Background: an optimization exercise with open tools, aiming at small area, a short achievable clock period and few clock cycles per item. Do not read the settings as production practice. The RTL was checked by simulation tests, not by an equivalence proof against the original design. Power and IR drop assume default switching activity.

==> flow/design.v (excerpt) <==
module nova16_alu (
    input  wire        clk,
    input  wire        rst,         
    input  wire        in_valid,
    output wire        in_ready,
    input  wire [7:0]  op,          
    input  wire        w16,         
    input  wire [15:0] a,           
    input  wire [15:0] b,           
    input  wire [11:0] flags_in,
    output reg         out_valid,
    output reg  [15:0] result,
    output reg         wr,          
    output reg         div_fault,   
    output reg  [11:0] flags_out
);
==> flow/config.mk <==
export PLATFORM = sky130hd
export DESIGN_NAME = nova16_alu
export DESIGN_NICKNAME = nova16_alu
export VERILOG_FILES = /design/flow/design.v
export SDC_FILE = /design/flow/constraint.sdc
export NUM_CORES = 4
export LEC_CHECK = 0
export CAP_MARGIN = 20
export CORE_MARGIN = 2
export CORE_UTILIZATION = 40
export CTS_BUF_LIST = sky130_fd_sc_hd__clkbuf_4 sky130_fd_sc_hd__clkbuf_8
export SLEW_MARGIN = 20
export TNS_END_PERCENT = 20
==> flow/constraint.sdc <==
create_clock -name core_clock -period 13.0 [get_ports {clk}]
set_input_delay 2.6000 -clock core_clock [delete_from_list [all_inputs] [get_ports {clk}]]
set_output_delay 2.6000 -clock core_clock [all_outputs]
set_load 0.01 [all_outputs]
standard.sh (not shown) runs the stock make flow with config.mk's settings and CLKGATE_MAP_FILE= SYNTH_SCRIPT=/design/flow/synth_recipe.tcl, a recipe that flattens the netlist after the stock synthesis.
==> flow/flow/run.sh <==
#!/bin/bash
# The standard layout (the standard.sh: ORFS synthesis to finish, same
# settings and constraints), with repair_timing asked to leave extra setup
# slack so that it also works on paths that already meet the 13 ns clock,
# and with plain buffers (instead of delay cells) on the ports.
set -euo pipefail
bash standard.sh SETUP_SLACK_MARGIN=9.0 "BUFFER_PORTS_ARGS=-buffer_cell sky130_fd_sc_hd__buf_2" finish > standard.log 2>&1
Testbench counts at the start, summed over its fixed seeds: cycles 10,466, ops 8,000.
Then changed:
TNS_END_PERCENT = not set   (was 20)
Result: Clock skew hardly moves. Via count stays flat. Worst setup slack is better by 0.034 ns. Core utilization hardly moves. Synthesized area is unchanged. Routed wire length hardly moves. Maximum frequency is higher by 0.86%. Total power hardly moves. Critical path depth fell by 1. Cell area is about the same.
Then changed:
CTS_BUF_LIST = not set   (was sky130_fd_sc_hd__clkbuf_4 sky130_fd_sc_hd__clkbuf_8)
Effect: Sequential share of layout area came out lower by 0.29 points; setup slack gets worse by 0.041 ns; maximum frequency came out lower by 1.0%; via count came out higher by 0.49%; global-route usage came out higher by 0.17 points; core utilization came out higher by 0.60 points.
Then changed:
--- a/flow/flow/run.sh
+++ b/flow/flow/run.sh
@@ -7 +7 @@
-bash standard.sh SETUP_SLACK_MARGIN=9.0 "BUFFER_PORTS_ARGS=-buffer_cell sky130_fd_sc_hd__buf_2" finish > standard.log 2>&1
+bash standard.sh SETUP_SLACK_MARGIN=9.25 "BUFFER_PORTS_ARGS=-buffer_cell sky130_fd_sc_hd__buf_2" finish > standard.log 2>&1
CTS_BUF_LIST = sky130_fd_sc_hd__clkbuf_4 sky130_fd_sc_hd__clkbuf_8   (was not set)
- The new run finished clean
- global-route usage grows by 0.39 points
- routed wire length grows by 2.6%
- via count grows by 0.75%
- register-to-register slack gets better by 0.20 ns
- first-iteration DRC count shrinks by 3.4%
- worst setup slack gets better by 0.20 ns
- power shrinks by 4.6%
Then changed:
--- a/flow/flow/run.sh
+++ b/flow/flow/run.sh
@@ -7 +7 @@
-bash standard.sh SETUP_SLACK_MARGIN=9.25 "BUFFER_PORTS_ARGS=-buffer_cell sky130_fd_sc_hd__buf_2" finish > standard.log 2>&1
+bash standard.sh SETUP_SLACK_MARGIN=9.3 "BUFFER_PORTS_ARGS=-buffer_cell sky130_fd_sc_hd__buf_2" finish > standard.log 2>&1
TNS_END_PERCENT = 20   (was not set)
The new run went through all stages and came out clean.
Routed wire length rises by 1.4%.
Final cell count rises by 1.3%.
Worst setup slack is about the same.
Utilization came out higher by 0.88 points.
Clock-buffer cell count falls by 1.
Clock skew rose by 0.011 ns.
Die area does not change.
Register-to-register slack stays flat.
Total power went up by about 2.3%.
Fmax barely changes.

## port drivers added, routing unchanged
In the flow no input, the clock included, has a driving cell. The finished layouts below were timed again as built, in two steps. Step 1: set_driving_cell puts a clkbuf_16 on clk and a buf_2 on each other input, an assumption about the parent block. Step 2, shift: input delay + t, output delay - t, t = (earliest + latest rising clock arrival at the registers) / 2. This alone moves slack from input paths to output paths. Slacks: ideal ports / drivers / drivers and shift; pairs: ideal ports / drivers.
run | shift t [ns] | setup slack, ns | hold WS [ns] | worst register clock-pin slew, ns | worst slew at a driven data input, ns
the first run | 0.518 | 9.066 / 9.066 / 8.819 | 0.349 / 0.349 / 0.349 | 0.10 / 0.10 | 0.04
the second run | 0.518 | 9.100 / 9.100 / 8.828 | 0.350 / 0.350 / 0.350 | 0.10 / 0.10 | 0.04
the third run | 0.490 | 9.058 / 9.058 / 8.817 | 0.345 / 0.345 / 0.345 | 0.07 / 0.07 | 0.04
the fourth run | 0.520 | 9.258 / 9.258 / 8.981 | 0.348 / 0.348 / 0.348 | 0.09 / 0.09 | 0.04
the fifth run | 0.497 | 9.258 / 9.258 / 8.928 | 0.344 / 0.344 / 0.344 | 0.10 / 0.10 | 0.04
After both steps setup and hold are still met in every run listed. For the fifth run, which loses most, drivers alone change the setup slack by 0.000 ns; drivers and shift together by -0.330 ns.
